From an optimization exercise on the open Yosys and OpenROAD flow, aimed at small area; shortcuts taken in it are not production practice.
The RTL was checked by simulation tests, not by an equivalence proof against the original design.
In run 2 the design's own scripts or RTL, not TritonCTS, make the clock network.
The clock input has no modelled driver; a real chip could not lean on it and would need a root buffer or a full tree.
No activity file was given, so power comes from the tool's default toggle rates.

[design/flow/config.mk]
export PLATFORM = sky130hd
export DESIGN_NAME = ri_codec
export DESIGN_NICKNAME = ri_codec
export VERILOG_FILES = /design/flow/design.v
export SDC_FILE = /design/flow/constraint.sdc
export NUM_CORES = 4
export LEC_CHECK = 0
export CAP_MARGIN = 0
export CORE_MARGIN = 2
export CORE_UTILIZATION = 80
export PLACE_DENSITY = 0.9
export SLEW_MARGIN = 0
[design/flow/constraint.sdc]
create_clock -name core_clock -period 10.0 [get_ports {clk}]
set_input_delay 2.0000 -clock core_clock [delete_from_list [all_inputs] [get_ports {clk}]]
set_output_delay 2.0000 -clock core_clock [all_outputs]
set_load 0.01 [all_outputs]
[design/flow/flow/area.abc]
&get -n
&st
&deepsyn -J 20
&dch -f
&nf -R 1000
&put
topo
[design/flow/design.v]
module ri_codec (
    input  wire        clk,
    input  wire        rst_n,
    input  wire        tick,          
    input  wire        edge_valid,    
    input  wire        edge_rising,   
    input  wire        uart_valid,    
    input  wire [7:0]  uart_data,
    output wire        ri_out,        
    output wire        input_en,      
    output wire        frame_active,  
    output wire        rx_valid,      
    output wire [11:0] rx_cmd,
    output wire        tx_valid,      
    output wire [15:0] tx_cmd
);
    reg  [15:0] pt;        
    reg  [3:0]  tk;        
    reg  [11:0] bbuf;      
    reg         fip;       
    reg  [2:0]  len;       
    reg         bad;       
    reg  [15:0] val;       
    reg         act;       
    reg         pin;       
    wire [3:0] ph     = val[15:12];    
    wire       ph_hdr = (ph == 4'd0);
    wire       ph_trl = (ph == 4'd13);
    wire       bitv   = ph[1] ? (ph[0] ? val[9] : val[10])
                              : (ph[0] ? val[11] : val[8]);
    wire       c100 = pt[6] & pt[5] & pt[2];
    wire       c200 = pt[7] & pt[6] & pt[3];
    wire       c300 = pt[8] & pt[5] & pt[3] & pt[2];
    wire       c400 = pt[8] & pt[7] & pt[4];
    wire       hit  = act & (pin ? (ph_hdr ? c300 : c100)
                                 : (ph_hdr ? c400 : ((bitv & !ph_trl) ? c300 : c200)));
    wire       go_low      = hit & pin;
    wire       phase_end   = hit & !pin;
    wire       phase_start = phase_end & !ph_trl;
    wire       done        = phase_end & ph_trl;
    wire ev_uart  = len[2] & len[1] & !len[0];
    wire txv      = len[2] & len[1] & len[0];
    wire tx_start = ev_uart & !bad;
    wire tk12     = (tk == 4'd12);
    wire tk13     = (tk == 4'd13);
    wire tk14     = (tk == 4'd14);
    wire tk15     = (tk == 4'd15);
    wire act_mid   = tx_start | (act & !done);
    wire armed_mid = act ? done : !tx_start;
    wire zero_pt   = tx_start | phase_start | done;
    wire [2:0] len_mid = (len[2] & len[1]) ? 3'd0 : len;
    wire       pt_lo = ~|pt[15:9];
    wire [8:0] x     = pt[8:0];
    wire       hdr   = pt_lo & (x >= 9'd251) & (x <= 9'd349);
    wire       bitw  = pt_lo & (x >= 9'd51) & (x <= 9'd249) & (x != 9'd150);
    wire       one   = x[7] & (x[6:0] >= 7'd23);
    wire edge_taken = edge_valid & !act_mid;
    wire edge_put   = edge_valid & !act & !tx_start & (edge_rising ? hdr : bitw);
    wire put_bit    = edge_put & !edge_rising;
    wire put_frame  = edge_put & edge_rising;
    wire uart_taken = uart_valid & armed_mid;
    wire       is_x   = (uart_data == 8'h78);
    wire       is_dig = (uart_data[7:4] == 4'h3) & (uart_data[3:0] <= 4'd9);
    wire       is_let = (uart_data[7:6] == 2'b01) & (uart_data[4:3] == 2'b00) &
                        (uart_data[2:0] != 3'd0) & (uart_data[2:0] != 3'd7);
    wire [3:0] nib    = uart_data[6] ? {1'b0, uart_data[2:0]} + 4'd9 : uart_data[3:0];
    wire       rot    = phase_start & (ph[1:0] == 2'b00) & (ph[3] | ph[2]);
    wire       clr_x  = uart_taken & is_x;
    wire        pt_clr = !rst_n | zero_pt | edge_taken;
    wire [15:0] pt_g   = pt & {16{!pt_clr}};
    wire [16:0] pt_c;
    assign pt_c[0] = tick & rst_n;
    genvar gi;
    generate
        for (gi = 0; gi < 16; gi = gi + 1) begin : g_pt
            assign pt_c[gi + 1] = pt_g[gi] & pt_c[gi];
        end
    endgenerate
    always @(posedge clk)
        pt <= pt_g ^ pt_c[15:0];
    always @(posedge clk) begin
        if (!rst_n) begin
            tk    <= 4'd0;
            fip   <= 1'b0;
            len   <= 3'd0;
            act   <= 1'b0;
            pin   <= 1'b0;
        end else begin
            act <= act_mid;
            if (tx_start) begin
                pin <= 1'b1;
            end else if (go_low) begin
                pin <= 1'b0;
            end else if (phase_start) begin
                pin <= 1'b1;
            end
            if (put_frame) begin
                tk  <= 4'd15;
            end else if (put_bit) begin
                tk  <= tk12 ? 4'd14 : tk + 4'd1;
            end else if (tk15) begin
                tk  <= 4'd0;
                fip <= 1'b1;
            end else if (tk14) begin
                tk  <= 4'd13;
                fip <= 1'b0;
            end else if (tk13) begin
                tk  <= 4'd0;
            end
            len <= tx_start ? 3'd7 : uart_taken ? len_mid + 3'd1 : len_mid;
        end
    end
    always @(posedge clk) begin
        if (put_bit)
            bbuf <= {bbuf[10:0], one};
        if (uart_taken) begin
            bad   <= (len_mid == 3'd5) ? is_x | !(is_dig | is_let) | bad
                                       : !is_x & (!(is_dig | is_let) | (bad & (len_mid != 3'd0)));
        end
        if (txv)
            val[15:12] <= 4'd0;
        else if (phase_start)
            val[15:12] <= ph + 4'd1;
        else if (uart_taken)
            val[15:12] <= clr_x ? 4'd0 : val[11:8];
        if (rot || uart_taken)
            val[11:4] <= clr_x ? 8'd0 : val[7:0];
        if (rot)
            val[3:0] <= val[11:8];
        else if (uart_taken)
            val[3:0] <= clr_x ? 4'd0 : nib;
    end
    assign ri_out       = pin;
    assign input_en     = !act;
    assign frame_active = fip;
    assign rx_valid     = tk13;
    assign rx_cmd       = bbuf;
    assign tx_valid     = txv;
    assign tx_cmd       = val;
endmodule
[design/flow/flow/run.sh]
#!/bin/bash
# The standard layout (the standard.sh) with these changes:
#  - synthesis uses flow/synth.tcl: the standard synthesis script with an
#    area-oriented ABC script (flow/area.abc) for the logic mapping;
#  - the port buffers are the smallest buffer, buf_1, instead of the default;
#  - the clock tree is built by flow/manual_cts.tcl (a PRE_CTS_TCL hook): the
#    clock port drives 2 to 4 clock buffers, each driving one cluster of
#    registers; the smallest tree whose estimated clock-pin slew is under
#    110 ps is kept.
# Tool output goes to synth.log and standard.log here and to ORFS's logs.
set -euo pipefail
here=$(pwd)
export BUFFER_PORTS_ARGS="-buffer_cell sky130_fd_sc_hd__buf_1"
export PRE_CTS_TCL="$here/flow/manual_cts.tcl"
export MANUAL_CTS_SLEW_NS=0.110
export MY_ABC_SCRIPT="$here/flow/area.abc"
sed "s#SYNTH_SCRIPT=[^ ]*#SYNTH_SCRIPT=$here/flow/synth.tcl#" standard.sh > own_synth.sh
grep -q "SYNTH_SCRIPT=$here/flow/synth.tcl" own_synth.sh
bash own_synth.sh synth > synth.log 2>&1
bash standard.sh > standard.log 2>&1
[design/flow/flow/synth.tcl]
# The standard synthesis (synth_recipe.tcl, ORFS's synth.tcl) with two changes:
# - no adder extraction (ADDER_MAP_FILE emptied), so abc maps the adders and
#   counters as plain logic;
# - ORFS's abc call maps the logic with flow/area.abc, an area-oriented ABC
#   script, instead of abc_speed.script.
# Registers are mapped before abc by dfflibmap as in the standard synthesis,
# so they are unchanged.
set ::env(ADDER_MAP_FILE) ""
proc synth {args} { yosys synth -nofsm -noshare {*}$args }
proc abc {args} {
  set i [lsearch -exact $args -script]
  lset args [expr {$i + 1}] $::env(MY_ABC_SCRIPT)
  yosys abc {*}$args
}
source $::env(SCRIPTS_DIR)/synth.tcl
# left out here: clear keep_hierarchy, flatten, clean up, hide names made inside functions, write 1_2_yosys.v
[design/flow/standard.sh]
#!/bin/bash
# synth_recipe.tcl (not shown) runs the flow's synth.tcl, then flattens the netlist and writes it again
# the make line also repeats each setting of config.mk as NAME=value (left out here)
make -C /OpenROAD-flow-scripts/flow DESIGN_CONFIG=/design/flow/config.mk WORK_HOME=/design/flow/orfs CLKGATE_MAP_FILE= SYNTH_SCRIPT=/design/flow/synth_recipe.tcl "${@:-finish}"
[design/flow/flow/manual_cts.tcl]
# PRE_CTS_TCL hook: build the clock tree by hand and skip TritonCTS.
# The clock port drives K clock buffers (K <= 4), each placed at the centre
# of a cluster of clock sinks and driving the sinks of that cluster, so all
# sinks are one buffer from the port. Candidate trees (buffer cell, K) are
# tried from the smallest total buffer area up; the first whose estimated
# worst clock-pin slew (placement parasitics) is under MANUAL_CTS_SLEW_NS
# is kept.

proc mct_kmeans { sinks k order } {
  set n [llength $sinks]
  set keyed {}
  foreach s $sinks {
    set x [lindex $s 1]
    set y [lindex $s 2]
    switch $order {
      x { set key $x }
      y { set key $y }
      s { set key [expr {$x + $y}] }
      d { set key [expr {$x - $y}] }
    }
    lappend keyed [list $key $x $y]
  }
  set sorted [lsort -real -index 0 $keyed]
  set cx {}
  set cy {}
  for {set c 0} {$c < $k} {incr c} {
    set s [lindex $sorted [expr {int(($c + 0.5) * $n / $k)}]]
    lappend cx [lindex $s 1]
    lappend cy [lindex $s 2]
  }
  for {set it 0} {$it < 50} {incr it} {
    set sx [lrepeat $k 0.0]
    set sy [lrepeat $k 0.0]
    set cnt [lrepeat $k 0]
    set assign {}
    foreach s $sinks {
      set best 0
      set bd 1e30
      for {set c 0} {$c < $k} {incr c} {
        set d [expr {abs([lindex $s 1] - [lindex $cx $c]) + abs([lindex $s 2] - [lindex $cy $c])}]
        if {$d < $bd} {
          set bd $d
          set best $c
        }
      }
      lappend assign $best
      lset sx $best [expr {[lindex $sx $best] + [lindex $s 1]}]
      lset sy $best [expr {[lindex $sy $best] + [lindex $s 2]}]
      lset cnt $best [expr {[lindex $cnt $best] + 1}]
    }
    for {set c 0} {$c < $k} {incr c} {
      if {[lindex $cnt $c] > 0} {
        lset cx $c [expr {[lindex $sx $c] / [lindex $cnt $c]}]
        lset cy $c [expr {[lindex $sy $c] / [lindex $cnt $c]}]
      }
    }
  }
  set cost [lrepeat $k 0.0]
  foreach s $sinks a $assign {
    lset cost $a [expr {[lindex $cost $a] + abs([lindex $s 1] - [lindex $cx $a]) + abs([lindex $s 2] - [lindex $cy $a])}]
  }
  set worst 0.0
  foreach c $cost { if {$c > $worst} { set worst $c } }
  return [list $worst $cx $cy $assign]
}

proc mct_build { cell k } {
  set block [ord::get_db_block]
  set master [[ord::get_db] findMaster $cell]
  set clknet [$block findNet clk]
  set sinks {}
  foreach iterm [$clknet getITerms] {
    set bb [[$iterm getInst] getBBox]
    lappend sinks [list $iterm [expr {([$bb xMin] + [$bb xMax]) / 2.0}] [expr {([$bb yMin] + [$bb yMax]) / 2.0}]]
  }
  set best {}
  foreach order {x y s d} {
    set r [mct_kmeans $sinks $k $order]
    if {$best eq {} || [lindex $r 0] < [lindex $best 0]} { set best $r }
  }
  lassign $best worst cx cy assign
  set insts {}
  set nets {}
  for {set c 0} {$c < $k} {incr c} {
    set inst [odb::dbInst_create $block $master clkbuf_leaf_$c]
    set net [odb::dbNet_create $block clknet_leaf_$c]
    $net setSigType CLOCK
    [$inst findITerm A] connect $clknet
    [$inst findITerm X] connect $net
    $inst setLocation [expr {int([lindex $cx $c])}] [expr {int([lindex $cy $c])}]
    $inst setPlacementStatus PLACED
    lappend insts $inst
    lappend nets $net
  }
  foreach s $sinks a $assign {
    set iterm [lindex $s 0]
    $iterm disconnect
    $iterm connect [lindex $nets $a]
  }
  return [list $insts $nets $sinks]
}

proc mct_undo { built } {
  lassign $built insts nets sinks
  set block [ord::get_db_block]
  set clknet [$block findNet clk]
  foreach s $sinks {
    set iterm [lindex $s 0]
    $iterm disconnect
    $iterm connect $clknet
  }
  foreach inst $insts { odb::dbInst_destroy $inst }
  foreach net $nets { odb::dbNet_destroy $net }
}

proc mct_worst_slew { } {
  estimate_parasitics -placement
  set worst 0.0
  foreach net [get_nets clknet_leaf_*] {
    foreach pin [get_pins -of_objects $net] {
      if {[get_property $pin direction] eq "input"} {
        set s [get_property $pin slew_max]
        if {$s > $worst} { set worst $s }
      }
    }
  }
  return $worst
}

proc manual_clock_tree { candidates limit } {
  set_propagated_clock [all_clocks]
  foreach cand $candidates {
    lassign $cand cell k
    set built [mct_build $cell $k]
    set slew [mct_worst_slew]
    puts "manual clock tree: $k x $cell, estimated worst clock-pin slew $slew ns"
    if {$slew < $limit} {
      puts "manual clock tree: kept $k x $cell"
      return
    }
    mct_undo $built
  }
  error "manual clock tree: no candidate meets the slew limit"
}

manual_clock_tree {
  {sky130_fd_sc_hd__clkbuf_8 2} {sky130_fd_sc_hd__clkbuf_8 3}
  {sky130_fd_sc_hd__clkbuf_16 2} {sky130_fd_sc_hd__clkbuf_8 4}
  {sky130_fd_sc_hd__clkbuf_16 3} {sky130_fd_sc_hd__clkbuf_16 4}
} $::env(MANUAL_CTS_SLEW_NS)

# The tree is built: make the flow's clock_tree_synthesis call a no-op.
rename clock_tree_synthesis ""
proc clock_tree_synthesis { args } {
  puts "clock_tree_synthesis skipped: clock tree built by manual_cts.tcl"
}
==> results.cfg, run 1 <==
[synth]
synth_largest_type_area_fraction_pct = 31.2
netlist_top_cells_area = sky130_fd_sc_hd__edfxtp_1 31%, sky130_fd_sc_hd__dfxtp_1 25%, sky130_fd_sc_hd__a21oi_1 4.6%, sky130_fd_sc_hd__nor3_1 4.0%, sky130_fd_sc_hd__nor2_1 3.4%
synth.avg_cell_area_um2 = 9.93
synth_edf_count = 25
netlist.top_cell.by_area = sky130_fd_sc_hd__edfxtp_1
post_synth_inst_count = 242
synth.distinct_cells = 40
synth_area_um2 = 2400
most_frequently_used_flop_master_after_synthesis = sky130_fd_sc_hd__dfxtp_1
postSynthNetCount = 256
ys.warnings.count = 1
synth.ff_latch_count = 55
synth_async_sr_flop_share_pct = 0
synth.yosys.seq_area_share_pct = 56.2

[placed_design]
numPortBuffers = 46

[run_status]
haltStage = global placement
outcome = aborted with a tool error
error = [ERROR GPL-0301] Utilization 101.971 % exceeds 100%.

[floorplan]
row_count = 19
start_util_pct = 85.7
number_of_top_level_pins = 47
die-width_um = 58.8
die_h_um = 58.8
[Yosys cell counts, types with 2 or more instances]
cell type and instances:
sky130_fd_sc_hd__a31oi_1 4, sky130_fd_sc_hd__a22o_1 2, sky130_fd_sc_hd__o211ai_1 5, sky130_fd_sc_hd__edfxtp_1 25, sky130_fd_sc_hd__or3_1 2, sky130_fd_sc_hd__and3_1 9, sky130_fd_sc_hd__o21ai_0 11, sky130_fd_sc_hd__nor2b_1 8
sky130_fd_sc_hd__nand4b_1 2, sky130_fd_sc_hd__nand3_1 10, sky130_fd_sc_hd__xnor2_1 6, sky130_fd_sc_hd__nor3_1 19, sky130_fd_sc_hd__a21oi_1 22, sky130_fd_sc_hd__xor2_1 2, sky130_fd_sc_hd__clkinv_1 10, sky130_fd_sc_hd__and4_1 2
sky130_fd_sc_hd__nor2_1 22, sky130_fd_sc_hd__dfxtp_1 30, sky130_fd_sc_hd__nand4_1 2, sky130_fd_sc_hd__or2_0 3, sky130_fd_sc_hd__nand2_1 21, sky130_fd_sc_hd__and2_0 4, sky130_fd_sc_hd__o31ai_1 2, sky130_fd_sc_hd__nor4_1 3
[cell families after synthesis]
family | share of synthesized area, %
AND/OR/NAND/NOR | 23.7
flip-flops | 56.2
AO/OA/AOI/OAI | 14.7
multiplexers | 0.937
XOR/XNOR | 2.92
buffers and inverters | 1.56
==> run 2, diff against run 1 <==
--- a/design/flow/config.mk
+++ b/design/flow/config.mk
@@ -7,6 +7,6 @@
 export LEC_CHECK = 0
 export CAP_MARGIN = 0
 export CORE_MARGIN = 2
-export CORE_UTILIZATION = 80
+export CORE_UTILIZATION = 75
 export PLACE_DENSITY = 0.9
 export SLEW_MARGIN = 0
==> run 2 against run 1 <==
Compared with the run above: synthesized cell count unchanged; area after synthesis unchanged; now clean on timing, DRC and antenna.
==> results.cfg, run 2 <==
[run_status]
outcome = timing/DRC/antenna clean

[min_path]
holdPathStages = 0
worst_hold_startpoint = bbuf[5]
hold_path.class = register to register
worstHoldEndpoint = bbuf[6]

[grt]
gr-usage-met1_pct = 38.6
groute.layer.met2.usage_pct = 48.7
grt.overflow.total = 0
busiest_layer_in_global_routing = met2
grt_pass1_wl_mm = 8.11
grt_antenna_before_repair = 0
grt_start_max_net_pins = 32
gr-usage-all-layers_pct = 28.2
grt.met3_usage_pct = 2.56
first_global_vias = 1844

[synth]
netlist.top_cell.by_area = sky130_fd_sc_hd__edfxtp_1
most_frequently_used_flop_master_after_synthesis = sky130_fd_sc_hd__dfxtp_1
synth.yosys.seq_area_share_pct = 56.2
postSynthNetCount = 256
synth.ff_latch_count = 55
synth_async_sr_flop_share_pct = 0
synth_area_um2 = 2400
synth.most_common_cell = sky130_fd_sc_hd__dfxtp_1
synth.distinct_cells = 40
netlist_top_cells_area = sky130_fd_sc_hd__edfxtp_1 31%, sky130_fd_sc_hd__dfxtp_1 25%, sky130_fd_sc_hd__a21oi_1 4.6%, sky130_fd_sc_hd__nor3_1 4.0%, sky130_fd_sc_hd__nor2_1 3.4%
netlist_top_cells_count = 30 x sky130_fd_sc_hd__dfxtp_1, 25 x sky130_fd_sc_hd__edfxtp_1, 22 x sky130_fd_sc_hd__a21oi_1, 22 x sky130_fd_sc_hd__nor2_1, 21 x sky130_fd_sc_hd__nand2_1
post_synth_inst_count = 242
ys.warnings.count = 1
synth_largest_type_area_fraction_pct = 31.2
synth.avg_cell_area_um2 = 9.93
synth_edf_count = 25

[worst_setup_path]
cpMaxStageDelayCell = sky130_fd_sc_hd__and3_1
crit_chain = buf_1 -> and3_1 -> and2_0 -> and3_1 -> and3_1 -> and3_1 -> and2_0 -> and3_1 -> and2_0 -> nand3_1 -> xor2_1 -> nor2_1
crit_required_ps = 10060
slowest_delay_ps = 260
cp_data_arrival_time_ps = 4420
crit_buf_inv = 1
r2r_cells = 6
crit_path_most_repeated_cell = sky130_fd_sc_hd__and3_1
crit_path_max_fanout = 4
r2r-start = val[12]
regToRegEndpoint = val[9]
crit_path_end_kind = register
crit_path_start_kind = input port
path_delay_family = simple AND/OR/NAND/NOR gates
reg2reg_setup_slack_ps = 6480
timing.setup.critical_path_class = input port to register

[floorplan]
die_h_um = 60.6
fp.dieArea_um2 = 3670
die-width_um = 60.6
row_count = 20
core_region_area_um2 = 3050
start_util_pct = 78.7
number_of_top_level_pins = 47

[layout]
layout_commonest_cell = sky130_fd_sc_hd__buf_1
post_route_cells_drive_above_1_share_pct = 1.37
biggestRegsByFlops = pt x16, val x16, bbuf x12
fin_nets = 307
area_growth_pct = 11.9
leading_cell_types_in_the_layout_fill_and_taps_excluded = 46 x sky130_fd_sc_hd__buf_1, 30 x sky130_fd_sc_hd__dfxtp_1, 25 x sky130_fd_sc_hd__edfxtp_1, 22 x sky130_fd_sc_hd__a21oi_1, 22 x sky130_fd_sc_hd__nor2_1
num_antenna_cells = 0

[flow_run]
drv_cap = 0

[timing]
worst-slew-pin-transition_ps = 1060
max_freq_mhz = 229
setup_violations = 0
totalNegativeSetupSlack_ps = 0
final_max_slew_viols = 0
worst_slew_margin_relative_to_its_limit_pct = 28.5
final_period_minus_worst_setup_slack_ps = 4360
rsz0062_at_grt = false
clock_skew_ps = 14.0
layout_worst_path_cycle_share_pct = 43.6
final_hold_violation_count = 0

[placed_design]
dp.final_hpwl_mm = 3.64
numPortBuffers = 46
gp_congestion = 0.893

[pwr]
cell_internal_power_dissipation_mw = 0.290
fin_total_pwr_mw = 0.369
power.static_leakage_nw = 0.916
power.combinational.fraction_pct = 8.1
pwr-share-clk_pct = 24.5
psw_mw = 0.0788
largest_vdd_supply_drop_mv = 0.109
swShare_pct = 21.4
total_power_divided_by_cell_area_nw_per_um2 = 137
pwr-share-seq_pct = 67.3

[detailed_routing]
detail_route.drc_violations = 0
initialDrtViolationCount = 167
drt-vias-per-instance = 6.09
post_route_ant_nets = 0
drt_first_pass_iters = 5
final_routed_wire_length_divided_by_cell_count_um = 15.1
wirelength_mm = 5.07
routed-via-count = 2040

[clock_network]
cts_setup_buffers = 0
clock_insertion_delay_worst_skew_ps = 170
cts.repair.resized = 0
clk_transition_reported_paths_ps = 110
hold_buffers = 0
==> run 2: area by class of cell <==
type                       instances  area [um2]
multi-input combinational        177        1010
tap                               44        55.1
buffer                             2        50.0
fill                             162         364
inverter                          10        37.5
timing repair buffer              47         180
sequential                        55        1350
==> run 2: worst max path at each step <==
stage / cells past startpoint / endpoint / startpoint / slack [ps]
after global placement: 12 / pt[15] / tick / 5630
after detailed placement: 12 / pt[15] / tick / 5480
after global routing: 12 / pt[15] / tick / 5430
after CTS: 12 / pt[15] / tick / 5630
final: 12 / pt[15] / tick / 5640
after floorplan: 11 / pt[15] / tick / 5890
==> run 2: per-stage QoR <==
stage / hold slack [ps] / setup slack [ps] / util [%] / instances / instance area [um2]
after detailed placement: 438 / 5480 / 86.4 / 333 / 2640
after global placement: 433 / 5630 / 86.4 / 333 / 2640
after global routing: 472 / 5430 / 88.1 / 335 / 2690
final: 464 / 5640 / 88.1 / 335 / 2690
after CTS: 464 / 5630 / 88.1 / 335 / 2690
after floorplan: 462 / 5890 / - / 242 / 2400
==> run 2: power by group through the flow <==
stage | sequential (mW) | combinational, mW | clock [mW]
floorplan | 0.254 | 0.0159 | 0
CTS | 0.248 | 0.0299 | 0.0900
finish | 0.248 | 0.0300 | 0.0904
detailed placement | 0.253 | 0.0295 | 0
global placement | 0.253 | 0.0282 | 0
global route | 0.250 | 0.0330 | 0.0969
==> run 2: cells by family (layout without fill, tap and decap cells) <==
group                  count (synthesis)  after routing  synth area share [%]
buffers and inverters                 10             59                  1.56
multiplexers                           1              1                 0.937
AND/OR/NAND/NOR                      111            111                  23.7
XOR/XNOR                               8              8                  2.92
AO/OA/AOI/OAI                         57             57                  14.7
flip-flops                            55             55                  56.2
==> run 2: metal layers <==
| metal | up-vias | part of all wire (%) |
|---|---|---|
| met5 | - | 0 |
| met4 | 0 | 2.2 |
| met3 | 12 | 5.4 |
| met2 | 76 | 49 |
| met1 | 950 | 43 |
| li1 | 1002 | - |

-- afterwards: timing with drivers on the ports --
The results above use ideal ports. As a check the final layout listed here was re-extracted and re-timed, cells and wires unchanged. Step 1: set_driving_cell puts a clkbuf_16 on clk and a buf_2 on each other input, an assumption about the parent block. Step 2 adds t to the input delays and takes it off the output delays; t is the mean of the earliest and latest rising clock arrival at the registers after step 1. Input paths then give back, and output paths get back, about the clock's delay inside the block. Slacks: ideal / step 1 / step 2; pairs: ideal / step 1.
run: run 2
t, ns: 0.204
setup slack, ns: 5.636 / 5.657 / 5.453
hold WS [ns]: 0.464 / 0.464 / 0.464
worst setup path after step 2: input to register
worst register clock-pin slew, ns: 0.11 / 0.11
After both steps run 2 still meets setup and hold. The setup slack of run 2 moves by +0.021 ns with the drivers and by -0.183 ns with both steps.
